What follows belongs to an exercise in optimizing a design on an open flow for small area; a production flow would make more cautious choices. The RTL was checked by simulation tests, not by an equivalence proof against the original design. Power and IR drop assume default switching activity.

==> design/flow/design.v <==
module epd_scan (
    input  wire       clk,
    input  wire       rst,
    input  wire       start,       
    input  wire [3:0] op,
    input  wire [4:0] arg,         
    input  wire [7:0] hw_byte,     
    output reg        busy,
    output reg        vdd,
    output reg        vneg,
    output reg        vpos,
    output reg        le,
    output reg        oe,
    output reg        cl,
    output reg        sph,
    output reg  [7:0] d,
    output reg        ckv,
    output reg        gmode,
    output reg        spv
);
    localparam OP_SET    = 4'd0;
    localparam OP_WAIT   = 4'd1;
    localparam OP_QCLK   = 4'd2;
    localparam OP_VSTART = 4'd3;
    localparam OP_VSTOP  = 4'd4;
    localparam OP_VWRITE = 4'd5;
    localparam OP_VSKIP  = 4'd6;
    localparam OP_VBULK  = 4'd7;
    localparam OP_HSTART = 4'd8;
    localparam OP_HWRITE = 4'd9;
    localparam OP_HSTOP  = 4'd10;
    localparam OP_GROUND = 4'd11;
    localparam P_VDD = 4'd0, P_VNEG = 4'd1, P_VPOS = 4'd2, P_LE = 4'd3, P_OE = 4'd4;
    localparam P_CL = 4'd5, P_SPH = 4'd6, P_CKV = 4'd7, P_GMODE = 4'd8, P_SPV = 4'd9;
    localparam P_BUS = 4'd15;
    localparam W_CLK = 4'd0, W_QCLK = 4'd1, W_SW = 4'd2, W_SB = 4'd3, W_SS = 4'd4;
    localparam W_IDLE = 4'd5, W_IDLES = 4'd6, W_LATCH = 4'd7, W_VDD = 4'd8;
    localparam W_VNEG = 4'd9, W_DIS = 4'd10, W_SETTLE = 4'd11;
    localparam T_CLK           = 9'd1;
    localparam T_QCLK          = 9'd1;
    localparam T_STROBE_WRITE  = 9'd5;
    localparam T_STROBE_BULK   = 9'd8;
    localparam T_STROBE_SKIP   = 9'd1;
    localparam T_IDLE          = 9'd12;
    localparam T_IDLE_SKIP     = 9'd2;
    localparam T_LATCH         = 9'd1;
    localparam T_PWR_VDD       = 9'd40;
    localparam T_PWR_VNEG      = 9'd200;
    localparam T_PWR_DISCHARGE = 9'd400;
    localparam T_CLEAR_SETTLE  = 9'd20;
    reg [3:0]  cur_op;
    reg [4:0]  cur_arg;
    reg [4:0]  step;
    reg [8:0] tmr;
    reg        s_wait;      
    reg [3:0]  s_pin;       
    reg        s_val;       
    reg [7:0]  s_bus;       
    reg [3:0]  s_tsel;      
    reg        s_last;      
    reg [8:0] s_len;       
    task qclk_step(input [1:0] q);
        begin
            case (q)
                2'd0: begin s_pin = P_CKV; s_val = 1'b1; end
                2'd1: begin s_wait = 1'b1; s_tsel = W_QCLK; end
                2'd2: begin s_pin = P_CKV; s_val = 1'b0; end
                default: begin s_wait = 1'b1; s_tsel = W_QCLK; end
            endcase
        end
    endtask
    reg [4:0] sm1;
    always @(*) begin
        s_wait = 1'b0;
        s_pin  = P_CKV;
        s_val  = 1'b0;
        s_bus  = 8'h00;
        s_tsel = W_CLK;
        s_last = 1'b0;
        sm1    = step - 5'd1;
        case (cur_op)
            OP_SET: begin
                s_pin  = cur_arg[4:1];
                s_val  = cur_arg[0];
                s_last = 1'b1;
            end
            OP_WAIT: begin
                s_wait = 1'b1;
                s_tsel = cur_arg[3:0];
                s_last = 1'b1;
            end
            OP_QCLK: begin
                qclk_step(step[1:0]);
                s_last = (step == 5'd3);
            end
            OP_VSTART: begin
                case (step)
                    5'd0:  begin s_pin = P_GMODE; s_val = 1'b1; end
                    5'd5:  begin s_pin = P_SPV;   s_val = 1'b0; end
                    5'd10: begin s_pin = P_SPV;   s_val = 1'b1; end
                    5'd1, 5'd2, 5'd3, 5'd4:     qclk_step(sm1[1:0]);
                    5'd6, 5'd7, 5'd8, 5'd9:     qclk_step(step[1:0] - 2'd2);
                    default:                    qclk_step(step[1:0] - 2'd3);
                endcase
                s_last = (step == 5'd14);
            end
            OP_VSTOP: begin
                if (step == 5'd0) begin
                    s_pin = P_GMODE; s_val = 1'b0;
                end else begin
                    qclk_step(sm1[1:0]);
                end
                s_last = (step == 5'd20);
            end
            OP_VWRITE, OP_VSKIP: begin
                case (step)
                    5'd0: begin s_pin = P_CKV; s_val = 1'b1; end
                    5'd1: begin s_pin = P_OE;  s_val = 1'b1; end
                    5'd2: begin s_wait = 1'b1; s_tsel = (cur_op == OP_VWRITE) ? W_SW : W_SS; end
                    5'd3: begin s_pin = P_OE;  s_val = 1'b0; end
                    5'd4: begin s_pin = P_CKV; s_val = 1'b0; end
                    default: begin s_wait = 1'b1; s_tsel = (cur_op == OP_VWRITE) ? W_IDLE : W_IDLES; end
                endcase
                s_last = (step == 5'd5);
            end
            OP_VBULK: begin
                case (step)
                    5'd0: begin s_pin = P_CKV; s_val = 1'b1; end
                    5'd1: begin s_wait = 1'b1; s_tsel = W_SB; end
                    5'd2: begin s_pin = P_CKV; s_val = 1'b0; end
                    default: begin s_wait = 1'b1; s_tsel = W_IDLE; end
                endcase
                s_last = (step == 5'd3);
            end
            OP_HSTART: begin
                case (step)
                    5'd0: begin s_pin = P_LE;  s_val = 1'b0; end
                    5'd1: begin s_pin = P_OE;  s_val = 1'b0; end
                    default: begin s_pin = P_SPH; s_val = 1'b0; end
                endcase
                s_last = (step == 5'd2);
            end
            OP_HWRITE: begin
                case (step)
                    5'd0: begin s_pin = P_BUS; s_bus = hw_byte; end
                    5'd1: begin s_wait = 1'b1; s_tsel = W_CLK; end
                    5'd2: begin s_pin = P_CL; s_val = 1'b1; end
                    5'd3: begin s_wait = 1'b1; s_tsel = W_CLK; end
                    default: begin s_pin = P_CL; s_val = 1'b0; end
                endcase
                s_last = (step == 5'd4);
            end
            OP_HSTOP: begin
                case (step)
                    5'd0: begin s_pin = P_LE; s_val = 1'b1; end
                    5'd1: begin s_wait = 1'b1; s_tsel = W_LATCH; end
                    5'd2: begin s_pin = P_LE; s_val = 1'b0; end
                    default: begin s_pin = P_SPH; s_val = 1'b1; end
                endcase
                s_last = (step == 5'd3);
            end
            OP_GROUND: begin
                case (step)
                    5'd0: s_pin = P_LE;
                    5'd1: s_pin = P_OE;
                    5'd2: s_pin = P_CL;
                    5'd3: s_pin = P_SPH;
                    5'd4: begin s_pin = P_BUS; s_bus = 8'h00; end
                    5'd5: s_pin = P_CKV;
                    5'd6: s_pin = P_GMODE;
                    default: s_pin = P_SPV;
                endcase
                s_val  = 1'b0;
                s_last = (step == 5'd7);
            end
            default: s_last = 1'b1;
        endcase
        case (s_tsel)
            W_CLK:    s_len = T_CLK;
            W_QCLK:   s_len = T_QCLK;
            W_SW:     s_len = T_STROBE_WRITE;
            W_SB:     s_len = T_STROBE_BULK;
            W_SS:     s_len = T_STROBE_SKIP;
            W_IDLE:   s_len = T_IDLE;
            W_IDLES:  s_len = T_IDLE_SKIP;
            W_LATCH:  s_len = T_LATCH;
            W_VDD:    s_len = T_PWR_VDD;
            W_VNEG:   s_len = T_PWR_VNEG;
            W_DIS:    s_len = T_PWR_DISCHARGE;
            default:  s_len = T_CLEAR_SETTLE;
        endcase
    end
    wire step_done = !s_wait || (tmr + 9'd1 >= s_len);
    always @(posedge clk) begin
        if (rst) begin
            busy  <= 1'b0;
            step  <= 5'd0;
            tmr   <= 9'd0;
            cur_op  <= OP_SET;
            cur_arg <= 5'd0;
            vdd <= 1'b0; vneg <= 1'b0; vpos <= 1'b0; le <= 1'b0; oe <= 1'b0;
            cl <= 1'b0; sph <= 1'b0; d <= 8'h00; ckv <= 1'b0; gmode <= 1'b0; spv <= 1'b0;
        end else if (!busy) begin
            if (start) begin
                busy    <= 1'b1;
                cur_op  <= op;
                cur_arg <= arg;
                step    <= 5'd0;
                tmr     <= 9'd0;
            end
        end else begin
            if (!s_wait) begin
                case (s_pin)
                    P_VDD:   vdd   <= s_val;
                    P_VNEG:  vneg  <= s_val;
                    P_VPOS:  vpos  <= s_val;
                    P_LE:    le    <= s_val;
                    P_OE:    oe    <= s_val;
                    P_CL:    cl    <= s_val;
                    P_SPH:   sph   <= s_val;
                    P_CKV:   ckv   <= s_val;
                    P_GMODE: gmode <= s_val;
                    P_SPV:   spv   <= s_val;
                    P_BUS:   d     <= s_bus;
                    default: ;
                endcase
            end
            if (step_done) begin
                tmr <= 9'd0;
                if (s_last) busy <= 1'b0;
                else        step <= step + 5'd1;
            end else begin
                tmr <= tmr + 9'd1;
            end
        end
    end
endmodule
module epd_ctrl (
    input  wire        clk,
    input  wire        rst,
    input  wire        bus_valid,
    input  wire        bus_write,
    input  wire [2:0]  bus_addr,
    input  wire [31:0] bus_wdata,
    output wire        bus_ready,
    output reg  [31:0] bus_rdata,
    output wire        pin_drv_en,
    output wire        pin_vdd,
    output wire        pin_vneg,
    output wire        pin_vpos,
    output wire        pin_le,
    output wire        pin_oe,
    output wire        pin_cl,
    output wire        pin_sph,
    output wire [7:0]  pin_d,
    output wire        pin_ckv,
    output wire        pin_gmode,
    output wire        pin_spv
);
    localparam N          = 6;
    localparam WRITECOUNT = 4;
    localparam CLEARCOUNT = 10;
    localparam BLINK      = 1;
    localparam BH         = 8;
    localparam HEIGHT     = 32;
    localparam LBYTES     = 16;
    localparam NTILES     = 16;
    localparam [1:0] PWR_ON = 2'd3;
    localparam OP_SET    = 4'd0;
    localparam OP_WAIT   = 4'd1;
    localparam OP_QCLK   = 4'd2;
    localparam OP_VSTART = 4'd3;
    localparam OP_VSTOP  = 4'd4;
    localparam OP_VWRITE = 4'd5;
    localparam OP_VSKIP  = 4'd6;
    localparam OP_VBULK  = 4'd7;
    localparam OP_HSTART = 4'd8;
    localparam OP_HWRITE = 4'd9;
    localparam OP_HSTOP  = 4'd10;
    localparam OP_GROUND = 4'd11;
    localparam [4:0] A_VDD0 = {4'd0, 1'b0}, A_VDD1 = {4'd0, 1'b1};
    localparam [4:0] A_VNEG0 = {4'd1, 1'b0}, A_VNEG1 = {4'd1, 1'b1};
    localparam [4:0] A_VPOS0 = {4'd2, 1'b0}, A_VPOS1 = {4'd2, 1'b1};
    localparam [4:0] A_OE0 = {4'd4, 1'b0}, A_OE1 = {4'd4, 1'b1};
    localparam [4:0] A_W_VDD = 5'd8, A_W_VNEG = 5'd9, A_W_DIS = 5'd10, A_W_SETTLE = 5'd11;
    localparam S_IDLE     = 6'd0;
    localparam S_WAIT     = 6'd1;    
    localparam S_INIT     = 6'd2;
    localparam S_POFF0    = 6'd3;
    localparam S_POFF1    = 6'd4;
    localparam S_POFF2    = 6'd5;
    localparam S_POFF3    = 6'd6;
    localparam S_POFF4    = 6'd7;
    localparam S_POFF_RET = 6'd8;
    localparam S_BOARD    = 6'd9;
    localparam S_B1       = 6'd10;
    localparam S_B2       = 6'd11;
    localparam S_B3       = 6'd12;
    localparam S_B4       = 6'd13;
    localparam S_CMAP     = 6'd14;
    localparam S_CMAP_RET = 6'd15;
    localparam S_FL       = 6'd16;
    localparam S_FL_PASS  = 6'd17;
    localparam S_FL_ROW   = 6'd18;
    localparam S_FL_SKIP  = 6'd19;
    localparam S_FL_SKIP2 = 6'd20;
    localparam S_FL_LINE  = 6'd21;
    localparam S_FL_BYTE  = 6'd22;
    localparam S_FL_BYTE2 = 6'd23;
    localparam S_FL_HSTOP = 6'd24;
    localparam S_FL_VW    = 6'd25;
    localparam S_FL_LINE2 = 6'd26;
    localparam S_FL_NROW  = 6'd27;
    localparam S_FL_VSTOP = 6'd28;
    localparam S_FL_PASS2 = 6'd29;
    localparam S_DR       = 6'd30;
    localparam S_DR_ALLOC = 6'd31;
    localparam S_DR_ZF    = 6'd32;
    localparam S_DR_MAP   = 6'd33;
    localparam S_DR_RMW   = 6'd34;
    localparam S_SP       = 6'd35;
    localparam S_PON0     = 6'd36;
    localparam S_PON1     = 6'd37;
    localparam S_PON2     = 6'd38;
    localparam S_PON3     = 6'd39;
    localparam S_PON4     = 6'd40;
    localparam S_PON5     = 6'd41;
    localparam S_PON6     = 6'd42;
    localparam S_PON7     = 6'd43;
    localparam S_PON8     = 6'd44;
    localparam S_SP_DONE  = 6'd45;
    localparam S_SC       = 6'd46;
    localparam S_SC_B     = 6'd47;
    localparam S_SC_B2    = 6'd48;
    localparam S_SC_HSTOP = 6'd49;
    localparam S_SC_OE1   = 6'd50;
    localparam S_SC_VST   = 6'd51;
    localparam S_SC_BULK  = 6'd52;
    localparam S_SC_BULK2 = 6'd53;
    localparam S_SC_VSTOP = 6'd54;
    localparam S_SC_OE0   = 6'd55;
    localparam S_SC_WAIT  = 6'd56;
    localparam S_SC_NEXT  = 6'd57;
    localparam S_FL_RET   = 6'd58;
    reg [5:0]  state;
    reg [5:0]  ret;
    reg [2:0]  op;        
    reg        colour;    
    reg [5:0]  px;        
    reg [4:0]  py;        
    reg        inr;       
    reg        init_done;
    reg [1:0]  power;
    reg        err_illegal;
    reg        err_noinit;
    reg        drv_en;
    reg [2:0]  cursor;
    reg [3:0]  ctile [0:N-1];
    reg [1:0]  wc;        
    reg [1:0]  by;        
    reg [2:0]  dy;        
    reg [4:0]  cnt;       
    reg [3:0]  sc;        
    reg        eng_start;
    reg [3:0]  eng_op;
    reg [4:0]  eng_arg;
    wire       eng_busy;
    wire [7:0] hw_byte;
    epd_scan u_scan (
        .clk(clk), .rst(rst),
        .start(eng_start), .op(eng_op), .arg(eng_arg), .hw_byte(hw_byte), .busy(eng_busy),
        .vdd(pin_vdd), .vneg(pin_vneg), .vpos(pin_vpos), .le(pin_le), .oe(pin_oe),
        .cl(pin_cl), .sph(pin_sph), .d(pin_d), .ckv(pin_ckv), .gmode(pin_gmode),
        .spv(pin_spv)
    );
    assign pin_drv_en = drv_en;
    wire busy = (state != S_IDLE);
    wire cmd_wr = bus_valid && bus_write && (bus_addr == 3'd0);
    assign bus_ready = !(cmd_wr && busy);
    wire [31:0] status = {7'd0, drv_en, 5'd0, cursor, 6'd0, err_noinit, err_illegal,
                          2'd0, power, 2'd0, init_done, busy};
    always @(*) begin
        case (bus_addr)
            3'd1: bus_rdata = status;
            3'd2: bus_rdata = {16'd32, 16'd64};
            3'd3: bus_rdata = {16'd8, 16'd16};
            3'd4: bus_rdata = {4'd4, 1'b0, 2'd0, 1'b1, 8'd10, 8'd4, 8'd6};
            default: bus_rdata = 32'd0;
        endcase
    end
    wire [31:0] w = bus_wdata;
    wire w_legal = ((w[31:28] == 4'h1 || w[31:28] == 4'h4) && w[27:0] == 28'd0) ||
                   (w[31:28] == 4'h2 && w[26:24] == 3'd0) ||
                   (w[31:28] == 4'h3 && w[27:2] == 26'd0) ||
                   (w[31:28] == 4'h5 && w[26:0] == 27'd0);
    wire [1:0] mode = px[1:0];
    wire drawing;
    reg        rmw_d;     
    wire [3:0] lk_tile = drawing ? {py[4:3], px[5:4]} : {by, cnt[3:2]};
    wire [5:0] hv;
    genvar k;
    generate
        for (k = 0; k < N; k = k + 1) begin : g_cam
            assign hv[k] = (k < cursor) && (ctile[k] == lk_tile);
        end
    endgenerate
    wire       hit = |hv;
    wire       h_hi = hv[1] | hv[3] | hv[5];
    wire [1:0] h_lo = {hv[4] | hv[5], hv[2] | hv[3]};
    wire row_resident = (cursor > 3'd0 && ctile[0][3:2] == by) ||
                        (cursor > 3'd1 && ctile[1][3:2] == by) ||
                        (cursor > 3'd2 && ctile[2][3:2] == by) ||
                        (cursor > 3'd3 && ctile[3][3:2] == by) ||
                        (cursor > 3'd4 && ctile[4][3:2] == by) ||
                        (cursor > 3'd5 && ctile[5][3:2] == by);
    reg  [1:0]    ph;
    reg  [64*7-1:0] q0, q1, q2;
    wire          t_hi = hit ? h_hi : cursor[0];
    wire [1:0]    t_lo = hit ? h_lo : cursor[2:1];
    wire [5:0]    ridx = drawing ? {t_hi, py[2:0], px[3:2]} : {t_hi, dy, cnt[1:0]};
    wire [6:0]    tap  = q0[ridx*7 +: 7];
    wire          at_tap = (ph == t_lo);
    wire [7:0]  pix_old  = tdec(tap);
    wire [2:0]  pix_sh   = 3'd6 - {px[1:0], 1'b0};
    wire [7:0]  pix_code = colour ? 8'h02 : 8'h01;
    wire [7:0]  pix_new  = (pix_old & ~(8'h03 << pix_sh)) | (pix_code << pix_sh);
    wire        rmw_en   = (((state == S_DR && inr) || state == S_DR_MAP) && (hit || state == S_DR_MAP))
                           || state == S_DR_RMW || rmw_d;
    wire        rmw_go   = rmw_en && at_tap;
    wire        zf_go    = (state == S_DR_ZF) && (ph == cursor[2:1]);
    wire [6:0]  wval     = zf_go ? 7'd0 : tenc(pix_new);
    reg  [6:0]  sg;
    wire [7:0]  line_byte = hit ? tdec(at_tap ? tap : sg) : 8'h00;
    wire [7:0] clr_byte = (BLINK && sc == 4'd0) ? (colour ? 8'h55 : 8'hAA)
                                                : (colour ? 8'hAA : 8'h55);
    assign hw_byte = (op == 3'd5) ? clr_byte : line_byte;
    integer r;
    always @(posedge clk) begin
        if (rst) ph <= 2'd0;
        else     ph <= ph[1] ? 2'd0 : ph + 2'd1;
        if (at_tap) sg <= tap;
        q0 <= q1;
        q1 <= q2;
        for (r = 0; r < 64; r = r + 1)
            q2[r*7 +: 7] <= ((rmw_go && ridx == r) || (zf_go && r[5] == cursor[0]))
                            ? wval : q0[r*7 +: 7];
    end
    function [7:0] tdec(input [6:0] g);
        case (g)
            7'd0: tdec = 8'h00;
            7'd1: tdec = 8'h01;
            7'd2: tdec = 8'h02;
            7'd3: tdec = 8'h04;
            7'd4: tdec = 8'h05;
            7'd5: tdec = 8'h06;
            7'd6: tdec = 8'h08;
            7'd7: tdec = 8'h09;
            7'd8: tdec = 8'h0a;
            7'd9: tdec = 8'h10;
            7'd10: tdec = 8'h11;
            7'd11: tdec = 8'h12;
            7'd12: tdec = 8'h14;
            7'd13: tdec = 8'h15;
            7'd14: tdec = 8'h16;
            7'd15: tdec = 8'h18;
            7'd16: tdec = 8'h19;
            7'd17: tdec = 8'h1a;
            7'd18: tdec = 8'h20;
            7'd19: tdec = 8'h21;
            7'd20: tdec = 8'h22;
            7'd21: tdec = 8'h24;
            7'd22: tdec = 8'h25;
            7'd23: tdec = 8'h26;
            7'd24: tdec = 8'h28;
            7'd25: tdec = 8'h29;
            7'd26: tdec = 8'h2a;
            7'd27: tdec = 8'h40;
            7'd28: tdec = 8'h41;
            7'd29: tdec = 8'h42;
            7'd30: tdec = 8'h44;
            7'd31: tdec = 8'h45;
            7'd32: tdec = 8'h46;
            7'd33: tdec = 8'h48;
            7'd34: tdec = 8'h49;
            7'd35: tdec = 8'h4a;
            7'd36: tdec = 8'h50;
            7'd37: tdec = 8'h51;
            7'd38: tdec = 8'h52;
            7'd39: tdec = 8'h54;
            7'd40: tdec = 8'h55;
            7'd41: tdec = 8'h56;
            7'd42: tdec = 8'h58;
            7'd43: tdec = 8'h59;
            7'd44: tdec = 8'h5a;
            7'd45: tdec = 8'h60;
            7'd46: tdec = 8'h61;
            7'd47: tdec = 8'h62;
            7'd48: tdec = 8'h64;
            7'd49: tdec = 8'h65;
            7'd50: tdec = 8'h66;
            7'd51: tdec = 8'h68;
            7'd52: tdec = 8'h69;
            7'd53: tdec = 8'h6a;
            7'd54: tdec = 8'h80;
            7'd55: tdec = 8'h81;
            7'd56: tdec = 8'h82;
            7'd57: tdec = 8'h84;
            7'd58: tdec = 8'h85;
            7'd59: tdec = 8'h86;
            7'd60: tdec = 8'h88;
            7'd61: tdec = 8'h89;
            7'd62: tdec = 8'h8a;
            7'd63: tdec = 8'h90;
            7'd64: tdec = 8'h91;
            7'd65: tdec = 8'h92;
            7'd66: tdec = 8'h94;
            7'd67: tdec = 8'h95;
            7'd68: tdec = 8'h96;
            7'd69: tdec = 8'h98;
            7'd70: tdec = 8'h99;
            7'd71: tdec = 8'h9a;
            7'd72: tdec = 8'ha0;
            7'd73: tdec = 8'ha1;
            7'd74: tdec = 8'ha2;
            7'd75: tdec = 8'ha4;
            7'd76: tdec = 8'ha5;
            7'd77: tdec = 8'ha6;
            7'd78: tdec = 8'ha8;
            7'd79: tdec = 8'ha9;
            7'd80: tdec = 8'haa;
            default: tdec = 8'h00;
        endcase
    endfunction
    function [6:0] tenc(input [7:0] b);
        case (b)
            8'h00: tenc = 7'd0;
            8'h01: tenc = 7'd1;
            8'h02: tenc = 7'd2;
            8'h04: tenc = 7'd3;
            8'h05: tenc = 7'd4;
            8'h06: tenc = 7'd5;
            8'h08: tenc = 7'd6;
            8'h09: tenc = 7'd7;
            8'h0a: tenc = 7'd8;
            8'h10: tenc = 7'd9;
            8'h11: tenc = 7'd10;
            8'h12: tenc = 7'd11;
            8'h14: tenc = 7'd12;
            8'h15: tenc = 7'd13;
            8'h16: tenc = 7'd14;
            8'h18: tenc = 7'd15;
            8'h19: tenc = 7'd16;
            8'h1a: tenc = 7'd17;
            8'h20: tenc = 7'd18;
            8'h21: tenc = 7'd19;
            8'h22: tenc = 7'd20;
            8'h24: tenc = 7'd21;
            8'h25: tenc = 7'd22;
            8'h26: tenc = 7'd23;
            8'h28: tenc = 7'd24;
            8'h29: tenc = 7'd25;
            8'h2a: tenc = 7'd26;
            8'h40: tenc = 7'd27;
            8'h41: tenc = 7'd28;
            8'h42: tenc = 7'd29;
            8'h44: tenc = 7'd30;
            8'h45: tenc = 7'd31;
            8'h46: tenc = 7'd32;
            8'h48: tenc = 7'd33;
            8'h49: tenc = 7'd34;
            8'h4a: tenc = 7'd35;
            8'h50: tenc = 7'd36;
            8'h51: tenc = 7'd37;
            8'h52: tenc = 7'd38;
            8'h54: tenc = 7'd39;
            8'h55: tenc = 7'd40;
            8'h56: tenc = 7'd41;
            8'h58: tenc = 7'd42;
            8'h59: tenc = 7'd43;
            8'h5a: tenc = 7'd44;
            8'h60: tenc = 7'd45;
            8'h61: tenc = 7'd46;
            8'h62: tenc = 7'd47;
            8'h64: tenc = 7'd48;
            8'h65: tenc = 7'd49;
            8'h66: tenc = 7'd50;
            8'h68: tenc = 7'd51;
            8'h69: tenc = 7'd52;
            8'h6a: tenc = 7'd53;
            8'h80: tenc = 7'd54;
            8'h81: tenc = 7'd55;
            8'h82: tenc = 7'd56;
            8'h84: tenc = 7'd57;
            8'h85: tenc = 7'd58;
            8'h86: tenc = 7'd59;
            8'h88: tenc = 7'd60;
            8'h89: tenc = 7'd61;
            8'h8a: tenc = 7'd62;
            8'h90: tenc = 7'd63;
            8'h91: tenc = 7'd64;
            8'h92: tenc = 7'd65;
            8'h94: tenc = 7'd66;
            8'h95: tenc = 7'd67;
            8'h96: tenc = 7'd68;
            8'h98: tenc = 7'd69;
            8'h99: tenc = 7'd70;
            8'h9a: tenc = 7'd71;
            8'ha0: tenc = 7'd72;
            8'ha1: tenc = 7'd73;
            8'ha2: tenc = 7'd74;
            8'ha4: tenc = 7'd75;
            8'ha5: tenc = 7'd76;
            8'ha6: tenc = 7'd77;
            8'ha8: tenc = 7'd78;
            8'ha9: tenc = 7'd79;
            8'haa: tenc = 7'd80;
            default: tenc = 7'd0;
        endcase
    endfunction
    assign drawing = (state >= S_DR && state <= S_DR_RMW) || rmw_d;
    task issue(input [3:0] o, input [4:0] a, input [5:0] rt);
        begin
            eng_start <= 1'b1;
            eng_op    <= o;
            eng_arg   <= a;
            ret       <= rt;
            state     <= S_WAIT;
        end
    endtask
    always @(posedge clk) begin
        if (rst) begin
            state       <= S_IDLE;
            ret         <= S_IDLE;
            op          <= 3'd0;
            init_done   <= 1'b0;
            power       <= 2'd0;
            err_illegal <= 1'b0;
            err_noinit  <= 1'b0;
            drv_en      <= 1'b0;
            eng_start   <= 1'b0;
            eng_op      <= 4'd0;
            eng_arg     <= 5'd0;
            rmw_d       <= 1'b0;
        end else begin
            eng_start <= 1'b0;
            rmw_d     <= (state == S_DR_RMW);
            case (state)
                S_IDLE: begin
                    if (cmd_wr) begin
                        if (!w_legal)
                            err_illegal <= 1'b1;
                        else if (!init_done && w[31:28] != 4'h1)
                            err_noinit <= 1'b1;
                        else begin
                            op     <= w[30:28];
                            colour <= w[27];
                            px     <= w[5:0];
                            py     <= w[16:12];
                            inr    <= (w[11:6] == 6'd0) && (w[23:17] == 7'd0);
                            case (w[31:28])
                                4'h1:    state <= S_INIT;
                                4'h2:    state <= S_DR;
                                4'h3:    state <= S_SP;
                                4'h4:    state <= S_FL;
                                default: begin cnt <= 5'd0; state <= S_CMAP; end
                            endcase
                        end
                    end
                end
                S_WAIT: if (!eng_start && !eng_busy) state <= ret;
                S_INIT: begin
                    if (init_done && power == PWR_ON) state <= S_POFF0;
                    else                              state <= S_BOARD;
                end
                S_BOARD: begin
                    drv_en <= 1'b1;
                    state  <= S_B1;
                end
                S_B1: issue(OP_SET, A_VPOS0, S_B2);
                S_B2: issue(OP_SET, A_VNEG0, S_B3);
                S_B3: issue(OP_GROUND, 5'd0, S_B4);
                S_B4: begin
                    cnt <= 5'd0;
                    issue(OP_SET, A_VDD0, S_CMAP);
                end
                S_POFF0: issue(OP_SET, A_VPOS0, S_POFF1);
                S_POFF1: issue(OP_SET, A_VNEG0, S_POFF2);
                S_POFF2: issue(OP_WAIT, A_W_DIS, S_POFF3);
                S_POFF3: issue(OP_GROUND, 5'd0, S_POFF4);
                S_POFF4: issue(OP_SET, A_VDD0, S_POFF_RET);
                S_POFF_RET: state <= (op == 3'd1) ? S_BOARD : S_SP_DONE;
                S_CMAP: begin
                    cnt <= cnt + 5'd1;
                    if (cnt == NTILES - 1) begin
                        cursor <= 3'd0;
                        state  <= S_CMAP_RET;
                    end
                end
                S_CMAP_RET: begin
                    case (op)
                        3'd1: begin
                            power     <= 2'd0;
                            init_done <= 1'b1;
                            state     <= S_IDLE;
                        end
                        3'd5: begin
                            sc    <= 4'd0;
                            state <= S_SC;
                        end
                        default: state <= S_FL_RET;
                    endcase
                end
                S_FL: begin
                    wc    <= 2'd0;
                    state <= S_FL_PASS;
                end
                S_FL_PASS: begin
                    by <= 2'd0;
                    issue(OP_VSTART, 5'd0, S_FL_ROW);
                end
                S_FL_ROW: begin
                    cnt <= 5'd0;
                    dy  <= 3'd0;
                    state <= row_resident ? S_FL_LINE : S_FL_SKIP;
                end
                S_FL_SKIP: issue(OP_VSKIP, 5'd0, S_FL_SKIP2);
                S_FL_SKIP2: begin
                    cnt <= cnt + 5'd1;
                    state <= (cnt == BH - 1) ? S_FL_NROW : S_FL_SKIP;
                end
                S_FL_LINE: begin
                    cnt <= 5'd0;
                    issue(OP_HSTART, 5'd0, S_FL_BYTE);
                end
                S_FL_BYTE: issue(OP_HWRITE, 5'd0, S_FL_BYTE2);
                S_FL_BYTE2: begin
                    cnt <= cnt + 5'd1;
                    state <= (cnt == LBYTES - 1) ? S_FL_HSTOP : S_FL_BYTE;
                end
                S_FL_HSTOP: issue(OP_HSTOP, 5'd0, S_FL_VW);
                S_FL_VW: issue(OP_VWRITE, 5'd0, S_FL_LINE2);
                S_FL_LINE2: begin
                    dy <= dy + 3'd1;
                    state <= (dy == BH - 1) ? S_FL_NROW : S_FL_LINE;
                end
                S_FL_NROW: begin
                    by <= by + 2'd1;
                    state <= (by == 2'd3) ? S_FL_VSTOP : S_FL_ROW;
                end
                S_FL_VSTOP: issue(OP_VSTOP, 5'd0, S_FL_PASS2);
                S_FL_PASS2: begin
                    wc <= wc + 2'd1;
                    if (wc == WRITECOUNT - 1) begin
                        cnt   <= 5'd0;
                        state <= S_CMAP;
                    end else begin
                        state <= S_FL_PASS;
                    end
                end
                S_FL_RET: begin
                    case (op)
                        3'd2:    state <= S_DR_ALLOC;
                        3'd3:    state <= S_POFF0;
                        default: state <= S_IDLE;
                    endcase
                end
                S_DR: begin
                    if (!inr)
                        state <= S_IDLE;
                    else if (hit)
                        state <= S_DR_RMW;
                    else if (cursor == N)
                        state <= S_FL;
                    else
                        state <= S_DR_ALLOC;
                end
                S_DR_ALLOC: begin
                    cnt   <= 5'd0;
                    state <= S_DR_ZF;
                end
                S_DR_ZF: begin
                    cnt <= cnt + 5'd1;
                    if (cnt == 5'd31) state <= S_DR_MAP;
                end
                S_DR_MAP: begin
                    ctile[cursor] <= {py[4:3], px[5:4]};
                    cursor        <= cursor + 3'd1;
                    state         <= S_DR_RMW;
                end
                S_DR_RMW: state <= S_IDLE;
                S_SP: begin
                    if (mode == power)
                        state <= S_IDLE;
                    else if (mode == PWR_ON)
                        state <= S_PON0;
                    else if (power == PWR_ON)
                        state <= S_FL;
                    else
                        state <= S_SP_DONE;
                end
                S_PON0: issue(OP_SET, A_VDD1, S_PON1);
                S_PON1: issue(OP_WAIT, A_W_VDD, S_PON2);
                S_PON2: issue(OP_SET, A_VNEG1, S_PON3);
                S_PON3: issue(OP_WAIT, A_W_VNEG, S_PON4);
                S_PON4: issue(OP_SET, A_VPOS1, S_PON5);
                S_PON5: begin
                    cnt <= 5'd0;
                    issue(OP_VSTART, 5'd0, S_PON6);
                end
                S_PON6: issue(OP_QCLK, 5'd0, S_PON7);
                S_PON7: begin
                    cnt <= cnt + 5'd1;
                    state <= (cnt == HEIGHT - 1) ? S_PON8 : S_PON6;
                end
                S_PON8: issue(OP_VSTOP, 5'd0, S_SP_DONE);
                S_SP_DONE: begin
                    power <= mode;
                    state <= S_IDLE;
                end
                S_SC: begin
                    cnt <= 5'd0;
                    issue(OP_HSTART, 5'd0, S_SC_B);
                end
                S_SC_B: issue(OP_HWRITE, 5'd0, S_SC_B2);
                S_SC_B2: begin
                    cnt <= cnt + 5'd1;
                    state <= (cnt == LBYTES - 1) ? S_SC_HSTOP : S_SC_B;
                end
                S_SC_HSTOP: issue(OP_HSTOP, 5'd0, S_SC_OE1);
                S_SC_OE1: issue(OP_SET, A_OE1, S_SC_VST);
                S_SC_VST: begin
                    cnt <= 5'd0;
                    issue(OP_VSTART, 5'd0, S_SC_BULK);
                end
                S_SC_BULK: issue(OP_VBULK, 5'd0, S_SC_BULK2);
                S_SC_BULK2: begin
                    cnt <= cnt + 5'd1;
                    state <= (cnt == HEIGHT - 1) ? S_SC_VSTOP : S_SC_BULK;
                end
                S_SC_VSTOP: issue(OP_VSTOP, 5'd0, S_SC_OE0);
                S_SC_OE0: issue(OP_SET, A_OE0, S_SC_WAIT);
                S_SC_WAIT: issue(OP_WAIT, A_W_SETTLE, S_SC_NEXT);
                S_SC_NEXT: begin
                    sc <= sc + 4'd1;
                    state <= (sc == BLINK + CLEARCOUNT - 1) ? S_IDLE : S_SC;
                end
                default: state <= S_IDLE;
            endcase
        end
    end
endmodule
==> design/flow/run.sh <==
#!/bin/bash
# synth_recipe.tcl (not shown) runs the flow's synth.tcl, then flattens the netlist and writes it again
# the make line also repeats each setting of config.mk as NAME=value (left out here)
make -C /OpenROAD-flow-scripts/flow DESIGN_CONFIG=/design/flow/config.mk WORK_HOME=/design/flow/orfs CLKGATE_MAP_FILE= SYNTH_SCRIPT=/design/flow/synth_recipe.tcl finish
==> design/flow/config.mk <==
export PLATFORM = sky130hd
export DESIGN_NAME = epd_ctrl
export DESIGN_NICKNAME = epd_ctrl
export VERILOG_FILES = /design/flow/design.v
export SDC_FILE = /design/flow/constraint.sdc
export NUM_CORES = 4
export LEC_CHECK = 0
export CAP_MARGIN = 20
export CORE_MARGIN = 2
export CORE_UTILIZATION = 40
export PLACE_DENSITY = 0.6
export SLEW_MARGIN = 20
==> design/flow/constraint.sdc <==
create_clock -name core_clock -period 10.0 [get_ports {clk}]
set_input_delay 2.0000 -clock core_clock [delete_from_list [all_inputs] [get_ports {clk}]]
set_output_delay 2.0000 -clock core_clock [all_outputs]
set_load 0.01 [all_outputs]
==> run summary <==
-- cell families (layout without fill, tap and decap cells) --
group | after synthesis | count (layout)
other | 1 | 16
XOR/XNOR | 54 | 54
AND/OR/NAND/NOR | 1358 | 1358
flip-flops | 1481 | 1481
AO/OA/AOI/OAI | 1024 | 1024
multiplexers | 350 | 350
buffers and inverters | 408 | 573
adder cells (fa/ha/maj) | 44 | 44
-- cell type report --
class                   count  area, µm²  share of cell area [%]
inverters                 113        424                   0.736
flip-flops and latches   1481      30200                    52.4
repair buffers            199       1870                    3.24
clock inverters            55        722                    1.25
well taps                1637       2050                    3.55
multi-input cells        2846      18100                    31.4
clock buffers             206       4250                    7.37
-- per-layer routing --
metal  track usage (%)  up-vias
met5                 0        -
met4              7.62        2
met3              3.39      269
met2              34.5     1241
met1              30.9    17100
li1                  -    16900
-- power breakdown --
part	internal (mW)	total, mW	switching, mW
combinational	1.79	6.22	4.43
clock	3.25	5.58	2.33
sequential	7.12	7.54	0.419
total	12.2	19.3	7.18
-- state kept, by name, summed over array words and instances, names as in the netlist, 6 cells and up --
register and flops:
u_scan.d 8, q0 448, q2 448, q1 448
u_scan.tmr 9, state 6, ctile 24, sg 7
ret 6, px 6
-- cell usage in the layout (no fill, tap or decap), types with 16 or more instances in the layout --
master              n
conb_1             16
mux2i_1           150
clkbuf_1           31
clkinv_2           24
o211ai_1           25
and3_1             17
xnor2_1            32
clkbuf_8           22
and2_1             16
nor3_1             73
o21ai_0           230
mux2_2            192
nor2_1            212
nor4_1             29
a211oi_1           35
nand2_1           619
clkdlybuf4s50_1    73
o31ai_1           137
inv_1             105
nand4_1            37
xor2_1             22
a22oi_1            29
ha_1               44
o22ai_1            65
nand2b_1           32
nor2b_1            32
buf_4             109
dfxtp_1          1424
edfxtp_1           56
nand3_1           189
a31oi_1            90
clkbuf_16         153
a21oi_1           183
-- worst paths after layout --
path / start / endpoint / slack, ps / depth (start not counted)
worst max-delay path: state[2] / q2[248] / 1340 / 26
worst min-delay path: q1[231] / q0[231] / 310 / 0
worst min register to register: q1[231] / q0[231] / 310 / 0
worst max register to register: state[2] / q2[248] / 1340 / 26
-- stage by stage --
step                cell area (µm²)  utilization [%]  setup WS [ps]  instances
floorplan                     50100                -           3670       4735
finish                        57600             46.5           1340       6537
global placement              52600             42.4           1310       6275
detailed placement            52600             42.5           1160       6275
CTS                           57600             46.5           1120       6536
global route                  57600             46.5            844       6537
==> summary.md <==
| Metric | Value |
|---|---|
| Final WL | `143 mm` |
| Seq/Total Area, Yosys | `60.4%` |
| EDFF count, synth | `56` |
| Iteration-0 DRC Markers | `3,810` |
| CTS Hold Bufs | `0` |
| Top Family by Delay on Critical Path | `compound AO/OA/AOI/OAI gates` |
| Yosys Warn Count | `2` |
| Fmax | `0.115 GHz` |
| Final hold slack | `308 ps` |
| Fin crit share | `86.6%` |
| Synth Area in Adders | `1.10%` |
| Core box area | `124,000 µm²` |
| Final HPWL DP | `95.2 mm` |
| Clock sinks | `1,481` |
| Diodes inserted | `0` |
| Synth Register Bits | `1,481` |
| Final Critical Period | `8660 ps` |
| Final layout net count | `4,871` |
| Crit-path max FO | `64` |
| XOR/XNOR share of the synthesized area | `0.945%` |
| CTS buffer count | `147` |
| Post-Synth Simple-Gate Area | `12.5%` |
| Multiplexer share of the synthesized area | `7.50%` |
| Worst slew pin tran | `1200 ps` |
| Clock-pin slew on the worst setup and hold paths | `60 ps` |
| Largest net degree at the start of global routing | `70` |
| Starting Density | `40.4%` |
| Data arrival, critical path | `9360 ps` |
| Die area | `128,000 µm²` |
| Relative slew slack | `19.6%` |
| Ports | `91` |
| Synthesized area | `50,100 µm²` |
| H-tree depth | `4` |
| Worst VDD drop | `0.426 mV` |
| Cts repair resizes | `0` |
| Netlist cell types | `108` |
| Max Used Layer | `met5` |
| First-pass GRT wire length | `217 mm` |
| Layout cells sized above 1 | `12.7%` |
| Initial antenna violation count | `1` |
| Most common cell on crit path | `buf_4` |
| Overflow after GRT | `0` |
| Synth top area share | `57.0%` |
| Async SR Flop Fraction | `0%` |
| Max-cap violation count | `0` |
| Syn Inst Count | `4,720` |
| Max-slew violations | `0` |
| Vias in the first global route | `34,300` |
| IO buf count | `74` |
| Slowest-stage cell, CP | `nor4b_4` |
| Synth Area in Compound Gates | `13.7%` |
| Combinational family with the most area after synthesis | `compound AO/OA/AOI/OAI gates` |
| Routed wl met2 | `64.1 mm` |
| Area grow syn2layout | `15.1%` |
| Top cells by count, synth | `dfxtp_1, nand2_1, o21ai_0, nor2_1, mux2_2` |
| Worst-case clock buffer depth | `3` |
| Remaining DRCs | `0` |
| Postcts setup bufs | `0` |
| Critical path's largest stage delay | `750 ps` |
| Most frequent cell after synthesis | `dfxtp_1` |
| Row cnt | `129` |
| Critical path startpoint category | `flip-flop` |
| ANT nets after route | `0` |
| Status | `finished clean` |
| Vias | `35,500` |
| Setup Viol. Count Final | `0` |
| PD cells | `336 nW/µm²` |
| GP Congestion | `0.915` |
| Worst Skew | `32.6 ps` |
| First drt pass iteration count | `6` |
| Worst EP required | `10,700 ps` |
| Crit end category | `flip-flop` |
| Clock latency (worst-skew pair) | `770 ps` |
| Tot Pwr | `19.3 mW` |
| Ranking of synthesized cells by area | `dfxtp_1, nand2_1, mux2_2, edfxtp_1, mux2i_1` |
| Worst Hold Class | `flip-flop to flip-flop` |
| Die span in y | `358 µm` |
| Die width | `358 µm` |
| Buf/Inv on CP | `6` |
| CP Class | `flip-flop to flip-flop` |
| Fillers | `11,400` |
| Wire length per cell | `21.9 µm` |
| Final hold vios | `0` |
| Most used DFF post-synth | `dfxtp_1` |
| Unrepaired setup endpoints after global routing | `no` |
| Vias per cell | `5.43` |
| Syn avg cell area | `10.6 µm²` |
| Root buf cell | `clkbuf_16` |
| Post-synth top area cell | `dfxtp_1` |
| DRT met1 WL | `66.4 mm` |
| Total Routing Usage GR | `22.0%` |
| CTS tree | `yes` |
| Wire length on met3 | `8.35 mm` |
| Leak | `22.1 nW` |
| Fin Setup TNS | `0 ps` |

re-timing with driven ports:
The results above use ideal ports. As a check the final layout listed here was re-extracted and re-timed, cells and wires unchanged. Step 1 sets driving cells, clkbuf_16 on the clock port and buf_2 on the other inputs (assumed; they add their load-dependent delay and slew). Step 2 adds t to the input delays and takes it off the output delays; t is the mean of the earliest and latest rising clock arrival at the registers after step 1. Input paths then give back, and output paths get back, about the clock's delay inside the block. Three values: ideal ports, drivers, drivers and shift; two values: the first two.
t, ns: 0.828
setup slack, ns: 1.341 / 1.341 / 1.341
worst setup path at the end: register to register
worst slew at a driven data input, ns: 0.05
After both steps setup and hold are still met in this run. The setup slack of this run moves by 0.000 ns with the drivers and by 0.000 ns with both steps.
